This design comes from an exercise in tuning for small area, a short achievable clock period and few clock cycles on the open sky130 flow, not from production work.
At most, simulation tests tie the RTL to the original design; equivalence was not proved.
No functional check of the RTL was part of run 2.
No activity file was given, so power comes from the tool's default toggle rates.

### design/flow/config.mk
export PLATFORM = sky130hd
export DESIGN_NAME = qrb44_core
export DESIGN_NICKNAME = qrb44_core
export VERILOG_FILES = /design/flow/design.v
export SDC_FILE = /design/flow/constraint.sdc
export NUM_CORES = 8
export LEC_CHECK = 0
export ABC_CLOCK_PERIOD_IN_PS = 25000
export CAP_MARGIN = 20
export CORE_MARGIN = 2
export CORE_UTILIZATION = 30
export SETUP_SLACK_MARGIN = 1.0
export SLEW_MARGIN = 20
### design/flow/constraint.sdc
create_clock -name core_clock -period 30.0 [get_ports {clk}]
set_input_delay 6.0000 -clock core_clock [delete_from_list [all_inputs] [get_ports {clk}]]
set_output_delay 6.0000 -clock core_clock [all_outputs]
set_load 0.01 [all_outputs]
### design/flow/design.v
module qrb44_core (
    input             clk,
    input             rst,
    input             bus_en,
    input             bus_we,
    input      [7:0]  bus_addr,
    input      [31:0] bus_wdata,
    output reg [31:0] bus_rdata
);
    localparam IBUF_CAP = 32;
    localparam OBUF_CAP = 48;
    localparam ST_IDLE  = 2'd0;
    localparam ST_BUSY  = 2'd1;
    localparam ST_DONE  = 2'd2;
    localparam ST_FAULT = 2'd3;
    localparam ERR_OK      = 2'd0;
    localparam ERR_INVALID = 2'd1;
    localparam ERR_DANGL   = 2'd2;
    localparam ERR_OVF     = 2'd3;
    localparam FC_ILLEGAL = 3'd1;
    localparam FC_BITS    = 3'd2;
    localparam FC_LEN     = 3'd3;
    localparam FC_EXCESS  = 3'd4;
    localparam OP_ENC    = 3'd1;
    localparam OP_DEC    = 3'd2;
    localparam OP_ENCB   = 3'd3;
    localparam OP_DECB   = 3'd4;
    localparam OP_ENC103 = 3'd5;
    localparam OP_DEC103 = 3'd6;
    localparam E_CHECK = 3'd0;
    localparam E_ENC   = 3'd1;
    localparam E_DEC   = 3'd2;
    localparam E_DIV   = 3'd3;
    localparam E_MAC   = 3'd4;
    localparam E_FIN   = 3'd5;
    function [7:0] chr;
        input       a;
        input [5:0] d;
        begin
            if (d < 6'd10)
                chr = 8'h30 + {2'b00, d};
            else if (d < 6'd36)
                chr = 8'h41 + {2'b00, d} - 8'd10;
            else if (!a) begin
                case (d)
                    6'd36: chr = 8'h25;  
                    6'd37: chr = 8'h2A;  
                    6'd38: chr = 8'h2B;  
                    6'd39: chr = 8'h2D;  
                    6'd40: chr = 8'h2E;  
                    6'd41: chr = 8'h2F;  
                    default: chr = 8'h3A;  
                endcase
            end else begin
                case (d)
                    6'd36: chr = 8'h24;  
                    6'd37: chr = 8'h25;  
                    6'd38: chr = 8'h2A;  
                    6'd39: chr = 8'h2B;  
                    6'd40: chr = 8'h2D;  
                    6'd41: chr = 8'h2E;  
                    6'd42: chr = 8'h2F;  
                    default: chr = 8'h3A;  
                endcase
            end
        end
    endfunction
    function [6:0] val;
        input       a;
        input [7:0] c;
        begin
            if (c >= 8'h30 && c <= 8'h39)
                val = {1'b1, c[5:0] - 6'h30};
            else if (c >= 8'h41 && c <= 8'h5A)
                val = {1'b1, c[5:0] + 6'd9};    
            else begin
                case (c)
                    8'h24: val = a ? {1'b1, 6'd36} : 7'd0;
                    8'h25: val = {1'b1, 6'd36 + {5'd0, a}};
                    8'h2A: val = {1'b1, 6'd37 + {5'd0, a}};
                    8'h2B: val = {1'b1, 6'd38 + {5'd0, a}};
                    8'h2D: val = {1'b1, 6'd39 + {5'd0, a}};
                    8'h2E: val = {1'b1, 6'd40 + {5'd0, a}};
                    8'h2F: val = {1'b1, 6'd41 + {5'd0, a}};
                    8'h3A: val = {1'b1, 6'd42 + {5'd0, a}};
                    default: val = 7'd0;
                endcase
            end
        end
    endfunction
    function [4:0] digits;
        input       a;
        input [7:0] bits;
        begin
            digits = 5'd1;
            if (bits > 8'd5) digits = digits + 5'd1;
            if (bits > 8'd10) digits = digits + 5'd1;
            if (bits > 8'd16) digits = digits + 5'd1;
            if (bits > 8'd21) digits = digits + 5'd1;
            if (bits > 8'd27) digits = digits + 5'd1;
            if (bits > 8'd32) digits = digits + 5'd1;
            if (bits > (a ? 8'd38 : 8'd37)) digits = digits + 5'd1;
            if (bits > 8'd43) digits = digits + 5'd1;
            if (bits > (a ? 8'd49 : 8'd48)) digits = digits + 5'd1;
            if (bits > 8'd54) digits = digits + 5'd1;
            if (bits > (a ? 8'd60 : 8'd59)) digits = digits + 5'd1;
            if (bits > 8'd65) digits = digits + 5'd1;
            if (bits > 8'd70) digits = digits + 5'd1;
            if (bits > (a ? 8'd76 : 8'd75)) digits = digits + 5'd1;
            if (bits > 8'd81) digits = digits + 5'd1;
            if (bits > (a ? 8'd87 : 8'd86)) digits = digits + 5'd1;
            if (bits > 8'd92) digits = digits + 5'd1;
            if (bits > (a ? 8'd98 : 8'd97)) digits = digits + 5'd1;
            if (bits > 8'd103) digits = digits + 5'd1;
            if (bits > (a ? 8'd109 : 8'd108)) digits = digits + 5'd1;
            if (bits > (a ? 8'd114 : 8'd113)) digits = digits + 5'd1;
            if (bits > (a ? 8'd120 : 8'd119)) digits = digits + 5'd1;
            if (bits > (a ? 8'd125 : 8'd124)) digits = digits + 5'd1;
        end
    endfunction
    reg [31:0] cmd_q;
    reg [1:0]  state;
    reg [1:0]  err;
    reg [2:0]  fcause;
    reg [31:0] ilen;
    reg [5:0]  olen;
    reg [7:0]  ibuf [0:IBUF_CAP-1];
    reg [7:0]  obuf [0:OBUF_CAP-1];
    reg [2:0]   phase;
    reg [5:0]   ip;         
    reg [5:0]   op;         
    reg [127:0] acc;
    reg [5:0]   rem;        
    reg [3:0]   bcnt;       
    reg [7:0]   nbits;      
    wire        host_wr  = bus_en && bus_we;
    wire        can_take = (state == ST_IDLE) || (state == ST_DONE);
    wire [2:0]  c_op   = cmd_q[11:9];
    wire        c_a    = cmd_q[8];
    wire [7:0]  c_bits = cmd_q[7:0];
    wire [6:0]  radix  = c_a ? 7'd44 : 7'd43;
    wire [5:0]  len    = ilen[5:0];    
    always @* begin
        bus_rdata = 32'd0;
        case (bus_addr[7:6])
            2'b00: case (bus_addr[5:0])
                6'd0: bus_rdata = cmd_q;
                6'd1: bus_rdata = {25'd0, fcause, err, state};
                6'd2: bus_rdata = ilen;
                6'd3: bus_rdata = {26'd0, olen};
                default: bus_rdata = 32'd0;
            endcase
            2'b01: if (bus_addr[5:0] < IBUF_CAP) bus_rdata = {24'd0, ibuf[bus_addr[4:0]]};
            2'b10: if (bus_addr[5:0] < OBUF_CAP) bus_rdata = {24'd0, obuf[bus_addr[5:0]]};
            default: bus_rdata = 32'd0;
        endcase
    end
    reg [127:0] packed_in;
    integer     pi;
    always @* begin
        packed_in = 128'd0;
        for (pi = 0; pi < 16; pi = pi + 1)
            if (pi < len)
                packed_in[pi*8 +: 8] = ibuf[pi];
    end
    wire rsv_bad  = (cmd_q[31:12] != 20'd0) || (c_op == 3'd0) || (c_op == 3'd7) ||
                    ((c_op == OP_ENC || c_op == OP_DEC || c_op == OP_ENC103 ||
                      c_op == OP_DEC103) && (c_bits != 8'd0));
    wire len_bad  = (ilen > IBUF_CAP);
    wire bits_bad = (c_bits == 8'd0) || (c_bits > 8'd128);
    wire [7:0] chk_bits = (c_op == OP_ENC103 || c_op == OP_DEC103) ? 8'd103 : c_bits;
    wire excess   = (chk_bits < 8'd128) && ((packed_in >> chk_bits) != 128'd0);
    wire        enc_pair   = ({1'b0, ip} + 7'd1) < {1'b0, len};
    wire [15:0] enc_x      = enc_pair ? {ibuf[ip[4:0]], ibuf[ip[4:0] + 5'd1]}
                                      : {8'd0, ibuf[ip[4:0]]};
    wire [15:0] enc_q1     = c_a ? enc_x / 16'd44 : enc_x / 16'd43;
    wire [5:0]  enc_d0     = enc_x - enc_q1 * radix;
    wire [15:0] enc_d2w    = c_a ? enc_q1 / 16'd44 : enc_q1 / 16'd43;
    wire [5:0]  enc_d2     = enc_d2w[5:0];
    wire [5:0]  enc_d1     = enc_q1 - enc_d2w * radix;
    wire [5:0]  dec_left   = len - ip;
    wire [6:0]  dec_v0     = val(c_a, ibuf[ip[4:0]]);
    wire [6:0]  dec_v1     = val(c_a, ibuf[ip[4:0] + 5'd1]);
    wire [6:0]  dec_v2     = val(c_a, ibuf[ip[4:0] + 5'd2]);
    wire [16:0] dec_x3     = dec_v2[5:0] * radix * radix + dec_v1[5:0] * radix + dec_v0[5:0];
    wire [16:0] dec_x2     = dec_v1[5:0] * radix + dec_v0[5:0];
    wire [13:0] div_t      = {rem, acc[127:120]};
    wire [13:0] div_q      = c_a ? div_t / 14'd44 : div_t / 14'd43;
    wire [5:0]  div_r      = div_t - div_q * radix;
    wire [6:0]   mac_v     = val(c_a, ibuf[ip[4:0]]);
    wire [133:0] mac_w     = acc * radix + mac_v[5:0];
    wire         mac_ovf   = (mac_w[133:128] != 6'd0);
    integer j;
    always @(posedge clk) begin
        if (rst) begin
            cmd_q  <= 32'd0;
            state  <= ST_IDLE;
            err    <= ERR_OK;
            fcause <= 3'd0;
            ilen   <= 32'd0;
            olen   <= 6'd0;
            phase  <= E_CHECK;
        end else begin
            if (host_wr && can_take) begin
                if (bus_addr == 8'h00) begin
                    cmd_q <= bus_wdata;
                    state <= ST_BUSY;
                    phase <= E_CHECK;
                end
                if (bus_addr == 8'h02)
                    ilen <= bus_wdata;
            end
            if (state == ST_BUSY) begin
                case (phase)
                    E_CHECK: begin
                        ip    <= 6'd0;
                        op    <= 6'd0;
                        acc   <= 128'd0;
                        rem   <= 6'd0;
                        bcnt  <= 4'd0;
                        nbits <= chk_bits;
                        if (rsv_bad) begin
                            state  <= ST_FAULT;
                            fcause <= FC_ILLEGAL;
                        end else if (len_bad) begin
                            state  <= ST_FAULT;
                            fcause <= FC_LEN;
                        end else begin
                            case (c_op)
                                OP_ENC: phase <= E_ENC;
                                OP_DEC: phase <= E_DEC;
                                OP_ENCB, OP_ENC103: begin
                                    if (c_op == OP_ENCB && bits_bad) begin
                                        state  <= ST_FAULT;
                                        fcause <= FC_BITS;
                                    end else if ((c_op == OP_ENCB && ilen > 32'd16) ||
                                                 (c_op == OP_ENC103 && ilen != 32'd13)) begin
                                        state  <= ST_FAULT;
                                        fcause <= FC_LEN;
                                    end else if (excess) begin
                                        state  <= ST_FAULT;
                                        fcause <= FC_EXCESS;
                                    end else begin
                                        acc   <= packed_in;
                                        op    <= digits(c_a, chk_bits) - 5'd1;
                                        phase <= E_DIV;
                                    end
                                end
                                OP_DECB: begin
                                    if (bits_bad) begin
                                        state  <= ST_FAULT;
                                        fcause <= FC_BITS;
                                    end else
                                        phase <= E_MAC;
                                end
                                default: begin  
                                    if (ilen != 32'd19) begin
                                        state <= ST_DONE;
                                        err   <= ERR_DANGL;
                                        olen  <= 6'd0;
                                    end else
                                        phase <= E_MAC;
                                end
                            endcase
                        end
                    end
                    E_ENC: begin
                        if (ip < len) begin
                            obuf[op]        <= chr(c_a, enc_d0);
                            obuf[op + 6'd1] <= chr(c_a, enc_d1);
                            if (enc_pair) begin
                                obuf[op + 6'd2] <= chr(c_a, enc_d2);
                                ip <= ip + 6'd2;
                                op <= op + 6'd3;
                            end else begin
                                state <= ST_DONE;
                                err   <= ERR_OK;
                                olen  <= op + 6'd2;
                            end
                        end else begin
                            state <= ST_DONE;
                            err   <= ERR_OK;
                            olen  <= op;
                        end
                    end
                    E_DEC: begin
                        if (dec_left > 6'd2) begin
                            if (!dec_v0[6] || !dec_v1[6] || !dec_v2[6]) begin
                                state <= ST_DONE;
                                err   <= ERR_INVALID;
                                olen  <= 6'd0;
                            end else if (dec_x3[16]) begin
                                state <= ST_DONE;
                                err   <= ERR_OVF;
                                olen  <= 6'd0;
                            end else begin
                                obuf[op]        <= dec_x3[15:8];
                                obuf[op + 6'd1] <= dec_x3[7:0];
                                ip <= ip + 6'd3;
                                op <= op + 6'd2;
                            end
                        end else if (dec_left == 6'd2) begin
                            state <= ST_DONE;
                            olen  <= 6'd0;
                            if (!dec_v0[6] || !dec_v1[6])
                                err <= ERR_INVALID;
                            else if (dec_x2 > 17'd255)
                                err <= ERR_OVF;
                            else begin
                                err      <= ERR_OK;
                                obuf[op] <= dec_x2[7:0];
                                olen     <= op + 6'd1;
                            end
                        end else if (dec_left == 6'd1) begin
                            state <= ST_DONE;
                            olen  <= 6'd0;
                            err   <= dec_v0[6] ? ERR_DANGL : ERR_INVALID;
                        end else begin
                            state <= ST_DONE;
                            err   <= ERR_OK;
                            olen  <= op;
                        end
                    end
                    E_DIV: begin
                        acc  <= {acc[119:0], div_q[7:0]};
                        bcnt <= bcnt + 4'd1;
                        if (bcnt == 4'd15) begin
                            obuf[op] <= chr(c_a, div_r);
                            rem      <= 6'd0;
                            if (op == 6'd0) begin
                                state <= ST_DONE;
                                err   <= ERR_OK;
                                olen  <= digits(c_a, nbits);
                            end else
                                op <= op - 6'd1;
                        end else
                            rem <= div_r;
                    end
                    E_MAC: begin
                        if (ip < len) begin
                            if (!mac_v[6]) begin
                                state <= ST_DONE;
                                err   <= ERR_INVALID;
                                olen  <= 6'd0;
                            end else if (mac_ovf) begin
                                state <= ST_DONE;
                                err   <= ERR_OVF;
                                olen  <= 6'd0;
                            end else begin
                                acc <= mac_w[127:0];
                                ip  <= ip + 6'd1;
                            end
                        end else
                            phase <= E_FIN;
                    end
                    default: begin  
                        state <= ST_DONE;
                        if (nbits < 8'd128 && (acc >> nbits) != 128'd0) begin
                            err  <= ERR_OVF;
                            olen <= 6'd0;
                        end else begin
                            err  <= ERR_OK;
                            olen <= {1'b0, nbits[7:3]} + {5'd0, (nbits[2:0] != 3'd0)};
                            for (j = 0; j < 16; j = j + 1)
                                obuf[j] <= acc[j*8 +: 8];
                        end
                    end
                endcase
            end
        end
    end
    always @(posedge clk) begin
        if (!rst && host_wr && can_take && bus_addr[7:6] == 2'b01 && bus_addr[5:0] < IBUF_CAP)
            ibuf[bus_addr[4:0]] <= bus_wdata[7:0];
    end
endmodule
### design/flow/run.sh
#!/bin/bash
# synth_recipe.tcl (not shown) runs the flow's synth.tcl, then flattens the netlist and writes it again
# the make line also repeats each setting of config.mk as NAME=value (left out here)
make -C /OpenROAD-flow-scripts/flow DESIGN_CONFIG=/design/flow/config.mk WORK_HOME=/design/flow/orfs CLKGATE_MAP_FILE= SYNTH_SCRIPT=/design/flow/synth_recipe.tcl finish
==> results of run 1 <==
[layer usage]
metal  up-vias  GRT usage [%]
li1      43100              -
met4        24           13.2
met2      6692           35.5
met1     48400           30.8
met5         -          0.325
met3      1431           7.58
[how the worst min path moves through the flow]
stage / from / endpoint / slack (ns) / depth (start not counted)
floorplan: err[0] / err[0] / 0.43 / 2
global placement: err[0] / err[0] / 0.45 / 2
detailed placement: err[0] / err[0] / 0.45 / 2
CTS: err[0] / err[0] / 0.46 / 2
global route: cmd_q[15] / cmd_q[15] / 0.50 / 2
finish: err[0] / err[0] / 0.46 / 2
[layout by cell type (no fill, tap or decap), drive strengths merged, types with 65 or more instances in the layout]
cell type and count:
nand2b 114, o22ai 89, dfxtp 85, o21ai 801, a22oi 358, and3 76, a21o 294, nor3 179
o221ai 113, o211ai 67, nand2 1241, xor2 149, nand4 84, clkbuf 132, mux2 106, nor2 1005
fa 323, edfxtp 798, a221o 84, ha 923, nor2b 231, mux2i 440, o21a 68, inv 452
a211oi 108, nor4 73, nand3 241, clkdlybuf4s50 65, and2 85, buf 377, xnor2 259, a31oi 123
a21oi 770, mux4 425
[final cells by class]
cell class	count	area share, %
Tap cell	4599	4.96
Antenna cell	28	0.0604
Inverter	451	1.48
Clock inverter	64	0.594
Multi-Input combinational cell	9469	65.2
Clock buffer	129	2.40
Timing Repair Buffer	445	3.15
Sequential cell	883	22.1
[metrics by stage]
stage | util [%] | total power [mW]
after global placement | 31.9 | 4.58
after global routing | 33.2 | 6.58
final | 33.2 | 6.34
after CTS | 33.0 | 6.02
after detailed placement | 31.9 | 4.65
after floorplan | - | 3.87
[synth_stat cells (all sizes together), types with 183 or more instances]
library cell	instances
fa	323
edfxtp	798
a22oi	358
nand2	1241
xnor2	259
a21o	294
clkbuf	603
nor2	1005
buf	183
ha	923
a21oi	769
o21ai	799
mux2i	440
mux4	425
nand3	241
nor2b	231
inv	449
[worst min-delay path, stage by stage, from the launching register on]
cell and delay, ns:
dfxtp_1 0.29, inv_1 0.05, a211oi_1 0.06
[cell families after synthesis]
family	Yosys count	synth area share, %
multiplexers	971	14.4
flip-flops	883	24.3
AND/OR/NAND/NOR	3516	15.4
AO/OA/AOI/OAI	3318	20.8
adder cells (fa/ha/maj)	1247	17.1
XOR/XNOR	410	3.44
buffers and inverters	1237	4.61
other	1	0.00355
[registers in the layout, indices dropped and copies added (netlist names), named ones only]
register  flops
op            6
rem           6
state         2
nbits         8
obuf        384
acc         128
ibuf        256
fcause        3
olen          6
bcnt          4
err           2
phase         3
cmd_q        32
ilen         32
ip            6
[power groups by stage]
stage	Combinational, mW	Sequential [mW]	Clock [mW]
floorplan	2.11	1.76	0
global placement	2.82	1.76	0
detailed placement	2.89	1.76	0
CTS	2.95	1.73	1.34
global route	3.47	1.73	1.38
finish	3.26	1.73	1.35
[what timing repair did]
item	4_1_cts	5_1_grt
resized for setup	6	72
gates cloned	2	2
pin swaps	4	18
setup buffers	7	34
setup endpoints to repair	316	336
==> impl_metrics.csv, run 1 <==
group,metric,value,unit
outcome,outcome,"no timing/DRC/antenna violations",
layout,nFillCells,36000,
drt,drt-total-wl,445000,µm
sta,slew_violations,0,
yosys,syn_area,0.106,mm²
sta,fin_skew,0.0764,ns
sta,worst_pin_slew,1.31,ns
sta,relSlewSlack,11.6,%
worst_setup_path,r2r_start,"ibuf[1][2]",
worst_setup_path,endpoint,"obuf[1][6]",
place,pre_cts_slack,-0.120,ns
drt,ant_nets,0,
drt,drt_iter0_drc,14500,
grt,first_global_vias,93100,
layout,multi_input_area,0.0757,mm²
sta,rsz0062_at_grt,"false",
pwr,p_sw,2.61,mW
sta,tns,0,ns
grt,grt_pass1_wl,642000,µm
drt,vias,99700,
drt,route.met3.wl,57600,µm
sta,finalCritPeriodShare,90.9,%
worst_setup_path,path_max_fanout,14,
yosys,ys_ff_latch,883,
clock_network,hold_buffers,0,
yosys,synth.area.top_cells,"edfxtp_1, ha_1, mux4_2",
clock_network,clkSinkCount,883,
sta,hold-worst-slack,0.464,ns
yosys,synth_ff_type,"edfxtp_1",
floorplanning,die_w,597,µm
yosys,synth_cells,11600,
yosys,synth_warnings,1,
drt,drc,0,
worst_setup_path,crit_cells,132,
worst_setup_path,cpMostUsedCell,"ha_1",
clock_network,numCtsBuffers,105,
clock_network,clk_latency,0.83,ns
floorplanning,start_util,30.2,%
pwr,comb_power_share,51.4,%
sta,final-hold-violation-count,0,
worst_setup_path,cp_slowest_cell,"edfxtp_1",
drt,met1_length,170000,µm
pwr,powerDensity,54.6,mW/mm²
drt,met2_length,187000,µm
grt,antenna_found_initial,27,
yosys,synth_top_cell_by_area,"edfxtp_1",
floorplanning,ios,76,
worst_setup_path,critPathRequiredTime,30.52,ns
floorplanning,core.rowCount,217,
sta,period_needed,27.26,ns
sta,fmax,36.7,MHz
pwr,swShare,41.2,%
clock_network,root_buffer,"clkbuf_16",
floorplanning,die_h,597,µm
drt,routedWlPerCell,27.7,µm
drt,drt_first_pass_iters,9,
grt,grt_usage,23.9,%
hold_path,worstHoldPathType,"flip-flop to flip-flop",
worst_setup_path,ff2ff_path_depth,132,
sta,setup_viol,0,
yosys,synth_top_area_share,22.7,%
layout,design_area,0.116,mm²
worst_setup_path,path_delay_family,"compound AO/OA/AOI/OAI gates",
layout,final_layout_size_suffix_gt1_share,11.7,%
sta,setup_slack,2.74,ns
worst_setup_path,critPathArrivalTime,27.78,ns
yosys,async_flop_share,0,%
worst_setup_path,path_class,"flip-flop to flip-flop",
worst_setup_path,r2r-end,"obuf[1][6]",
drt,top_layer_used,"met5",
pwr,peakVddDrop,0.184,mV
floorplanning,die_area,0.356,mm²
yosys,ys_seq_area_share,24.3,%
worst_setup_path,worstSetupEndpointType,"flip-flop",
pwr,intPower,3.72,mW
clock_network,clockBufferDepth,3,
pwr,pwr-share-seq,27.3,%
run,max_cap_viol_count,0,
layout,num-nets-final,12600,
clock_network,cts_tree,"built",
floorplanning,core,0.350,mm²
grt,grt_max_degree,174,
place,port_buffers,75,
clock_network,clk_pin_slew_worst_paths,0.06,ns
yosys,ys_types,139,
drt,drt-vias-per-instance,6.20,
place,placed_area,0.112,mm²
worst_setup_path,reg2reg_setup_slack,2.74,ns
pwr,leakage,47.9,nW
place,dp.cells,15800,
pwr,clkPwrFrac,21.2,%
clock_network,htree_levels,3,
worst_setup_path,critical_path.startpoint,"ibuf[1][2]",
place,hpwlAfterDp,330000,µm
worst_setup_path,slowest_delay,0.62,ns
place,place.gp.congestion,1.07,
layout,instances_no_fill,16100,
layout,register_area,0.0257,mm²
yosys,postSynthAreaPerCell,9.11,µm²
grt,grt_overflow,0,
yosys,synth_edf_count,798,
worst_setup_path,path_buf_inv,13,
layout,area_delta_synth_final,10.0,%
worst_setup_path,startpoint_type,"flip-flop",
Testbench counts, summed over its fixed seeds: cycles 47,022.
==> run 2, diff against run 1 <==
==> design/flow/design.v (replaced) <==
module qrb44_core (
    input             clk,
    input             rst,
    input             bus_en,
    input             bus_we,
    input      [7:0]  bus_addr,
    input      [31:0] bus_wdata,
    output reg [31:0] bus_rdata
);
    reg [31:0] cmd_q;
    reg [1:0]  state;
    reg [1:0]  err;
    reg [2:0]  fcause;
    reg [31:0] ilen;
    reg [5:0]  olen;
    reg [7:0]  ibuf [0:31];
    reg [7:0]  obuf [0:47];
    wire host_wr  = bus_en && bus_we;
    wire can_take = (state == 2'd0) || (state == 2'd2);
    always @* begin
        bus_rdata = 32'd0;
        case (bus_addr[7:6])
            2'b00: case (bus_addr[5:0])
                6'd0: bus_rdata = cmd_q;
                6'd1: bus_rdata = {25'd0, fcause, err, state};
                6'd2: bus_rdata = ilen;
                6'd3: bus_rdata = {26'd0, olen};
                default: bus_rdata = 32'd0;
            endcase
            2'b01: if (bus_addr[5:0] < 32) bus_rdata = {24'd0, ibuf[bus_addr[4:0]]};
            2'b10: if (bus_addr[5:0] < 48) bus_rdata = {24'd0, obuf[bus_addr[5:0]]};
            default: bus_rdata = 32'd0;
        endcase
    end
    integer j;
    always @(posedge clk) begin
        if (rst) begin
            cmd_q <= 0; state <= 0; err <= 0; fcause <= 0; ilen <= 0; olen <= 0;
        end else begin
            if (host_wr && can_take) begin
                if (bus_addr == 8'h00) begin cmd_q <= bus_wdata; state <= 2'd1; end
                if (bus_addr == 8'h02) ilen <= bus_wdata;
            end
            if (state == 2'd1) begin
                state <= 2'd2; olen <= ilen[5:0]; err <= cmd_q[1:0];
                for (j = 0; j < 48; j = j + 1) obuf[j] <= ibuf[j[4:0]] ^ cmd_q[7:0];
            end
        end
    end
    always @(posedge clk)
        if (!rst && host_wr && can_take && bus_addr[7:6] == 2'b01 && bus_addr[5:0] < 32)
            ibuf[bus_addr[4:0]] <= bus_wdata[7:0];
endmodule
==> impl_metrics.csv, run 2 <==
group,metric,value,unit
grt,grt_overflow,0,
grt,first_global_vias,15800,
pwr,peakVddDrop,0.0372,mV
grt,antenna_found_initial,2,
place,hpwlAfterDp,54100,µm
floorplanning,die_w,294,µm
drt,drt-total-wl,81300,µm
clock_network,root_buffer,"clkbuf_16",
pwr,powerDensity,56.8,mW/mm²
floorplanning,ios,76,
sta,setup_slack,13.89,ns
floorplanning,die_area,0.0866,mm²
place,port_buffers,75,
yosys,synth_ff_type,"edfxtp_1",
yosys,synth_top_family_by_area,"XOR/XNOR gates",
worst_setup_path,critPathArrivalTime,10.11,ns
place,place.gp.congestion,1.00,
floorplanning,start_util,30.3,%
place,dp.cells,2810,
clock_network,clk_latency,0.64,ns
clock_network,hold_buffers,0,
layout,instances_no_fill,2916,
place,pre_cts_slack,13.92,ns
sta,fmax,62.1,MHz
pwr,total_power,1.66,mW
yosys,syn_area,0.0253,mm²
clock_network,clk_pin_slew_worst_paths,0.06,ns
yosys,synth_top_area_share,60.8,%
drt,ant_nets,0,
yosys,synth_edf_count,512,
worst_setup_path,path_class,"input pin to primary output",
layout,final_layout_size_suffix_gt1_share,14.6,%
drt,drc,0,
yosys,yosysMostFrequentCell,"edfxtp_1",
sta,finalCritPeriodShare,53.7,%
yosys,ys_seq_area_share,66.6,%
yosys,synth.area.mux_share,7.90,%
run,max_cap_viol_count,0,
worst_setup_path,path_max_fanout,22,
worst_setup_path,worstSetupEndpointType,"primary output",
layout,multi_input_area,0.00795,mm²
drt,drt_iter0_drc,1771,
sta,setup_viol,0,
layout,nFillCells,8011,
clock_network,cts_tree,"built",
drt,routedWlPerCell,27.9,µm
yosys,ys_types,55,
layout,layout_common_cells,"edfxtp_1, xor2_1, nand2_1",
grt,grt_max_degree,182,
sta,hold-worst-slack,0.450,ns
layout,register_area,0.0169,mm²
drt,vias,15800,
sta,final-hold-violation-count,0,
yosys,synth_top_cell_by_area,"edfxtp_1",
yosys,synth_fa_ha_area_share,0,%
clock_network,numCtsBuffers,59,
sta,fin_skew,0.0265,ns
worst_setup_path,startpoint_type,"input pin",
yosys,postSynthAreaPerCell,14.7,µm²
clock_network,clkSinkCount,586,
clock_network,postCtsSetupBuffers,0,
grt,grt_usage,18.7,%
yosys,synth_cells,1725,
sta,worst_pin_slew,1.27,ns
yosys,synth.area.top_cells,"edfxtp_1, xor2_1, mux4_2",
layout,num-nets-final,1835,
hold_path,worstHoldPathType,"flip-flop to flip-flop",
outcome,outcome,"no timing/DRC/antenna violations",
drt,drt-vias-per-instance,5.41,
yosys,ys_ff_latch,586,
layout,area_delta_synth_final,15.6,%
drt,drt_first_pass_iters,5,
floorplanning,core.rowCount,106,
floorplanning,core,0.0836,mm²
layout,antenna_cells,0,
floorplanning,die_h,294,µm
yosys,synthSimpleGateAreaFrac,7.60,%
sta,period_needed,16.11,ns
yosys,synth_common_cells,"edfxtp_1, xor2_1, nand2_1",
sta,slew_violations,0,
yosys,synth_warnings,2,
yosys,async_flop_share,0,%
worst_setup_path,critPathRequiredTime,24.00,ns
clock_network,clockBufferDepth,3,
sta,tns,0,ns
clock_network,post_cts_resized,0,
yosys,synth_compound_area_share,6.60,%
layout,mostFrequentLayoutCell,"edfxtp_1",
sta,relSlewSlack,15.5,%
yosys,synth_xor_area_share,8.87,%
clock_network,htree_levels,2,
pwr,leakage,9.90,nW
grt,grt_pass1_wl,116000,µm
sta,rsz0062_at_grt,"false",
==> run 2: cell families after synthesis <==
family          Yosys count
flops                   586
buf+inv                 138
simple gates            393
xor+xnor                256
compound gates          247
mux                     105
==> run 2: layout make-up <==
class                   instances  share of cell area, %
multi-input cells            1001                   27.2
flip-flops and latches        586                   57.7
clock inverters                36                  0.997
clock buffers                  70                   5.23
inverters                       3                 0.0385
repair buffers                140                   4.22
well taps                    1080                   4.62
==> run 2: per-layer routing <==
| layer | track usage [%] | vias up | routed length [µm] |
|---|---|---|---|
| met1 | 24.9 | 8076 | 33400 |
| met3 | 4.00 | 180 | 6840 |
| met5 | 0 | - | 13 |
| met4 | 8.19 | 2 | 3830 |
| li1 | - | 6687 | - |
| met2 | 29.3 | 823 | 37200 |
==> run 2: where the power goes <==
group          switching (mW)  internal (mW)  total, mW
combinational          0.0450         0.0252     0.0702
clock                   0.313          0.396      0.709
sequential           0.000189          0.879      0.879
==> run 2: worst paths after layout <==
| kind | startpoint | end | slack (ns) | cells after the start |
|---|---|---|---|---|
| setup / recovery | bus_addr[5] | bus_rdata[2] | 13.89 | 9 |
| hold / removal | ilen[28] | ilen[28] | 0.45 | 2 |
| setup reg to reg | state[0] | ibuf[21][0] | 26.20 | 5 |
| hold reg to reg | ilen[28] | ilen[28] | 0.45 | 2 |
==> run 2: worst max-delay path: stages <==
cell and delay [ns]:
clkdlybuf4s50_1 0.91, and4b_1 0.27, buf_4 0.25, and2_1 0.42, a2111oi_0 0.89, nand3_1 0.20, nor4_1 0.28, o211ai_1 0.30
clkdlybuf4s50_1 0.57
==> run 2: metrics by stage <==
step                utilization, %  instance area (µm²)
finish                        35.0                29200
global route                  35.0                29200
CTS                           35.0                29200
detailed placement            32.8                27400
global placement              32.8                27400
floorplan                        -                25300

[static timing again, ports no longer ideal]
No port has a modelled driver above. Below, the same layouts with a new extraction and two added sets of constraints.
Step 1 (the two cells are an assumption about what drives the block):
set clk [get_ports {clk}]
set_driving_cell -lib_cell sky130_fd_sc_hd__clkbuf_16 $clk
set_driving_cell -lib_cell sky130_fd_sc_hd__buf_2 [delete_from_list [all_inputs] $clk]
Step 2 adds t to the input delays and takes it off the output delays; t is the mean of the earliest and latest rising clock arrival at the registers after step 1. Input paths then give back, and output paths get back, about the clock's delay inside the block.
Three values: ideal ports, drivers, drivers and shift; two values: the first two.
run | t, ns | setup WS [ns] | worst hold slack (ns) | clock arrival spread, ns | worst data-port slew with drivers (ns)
run 1 | 0.877 | 2.740 / 2.740 / 2.740 | 0.464 / 0.464 / 0.464 | 0.076 / 0.077 | 0.10
run 2 | 0.676 | 13.886 / 13.852 / 13.852 | 0.450 / 0.450 / 0.450 | 0.033 / 0.034 | 0.07
After both steps setup and hold are still met in every run listed. For run 2, which loses most, drivers alone change the setup slack by -0.034 ns; drivers and shift together by -0.034 ns.
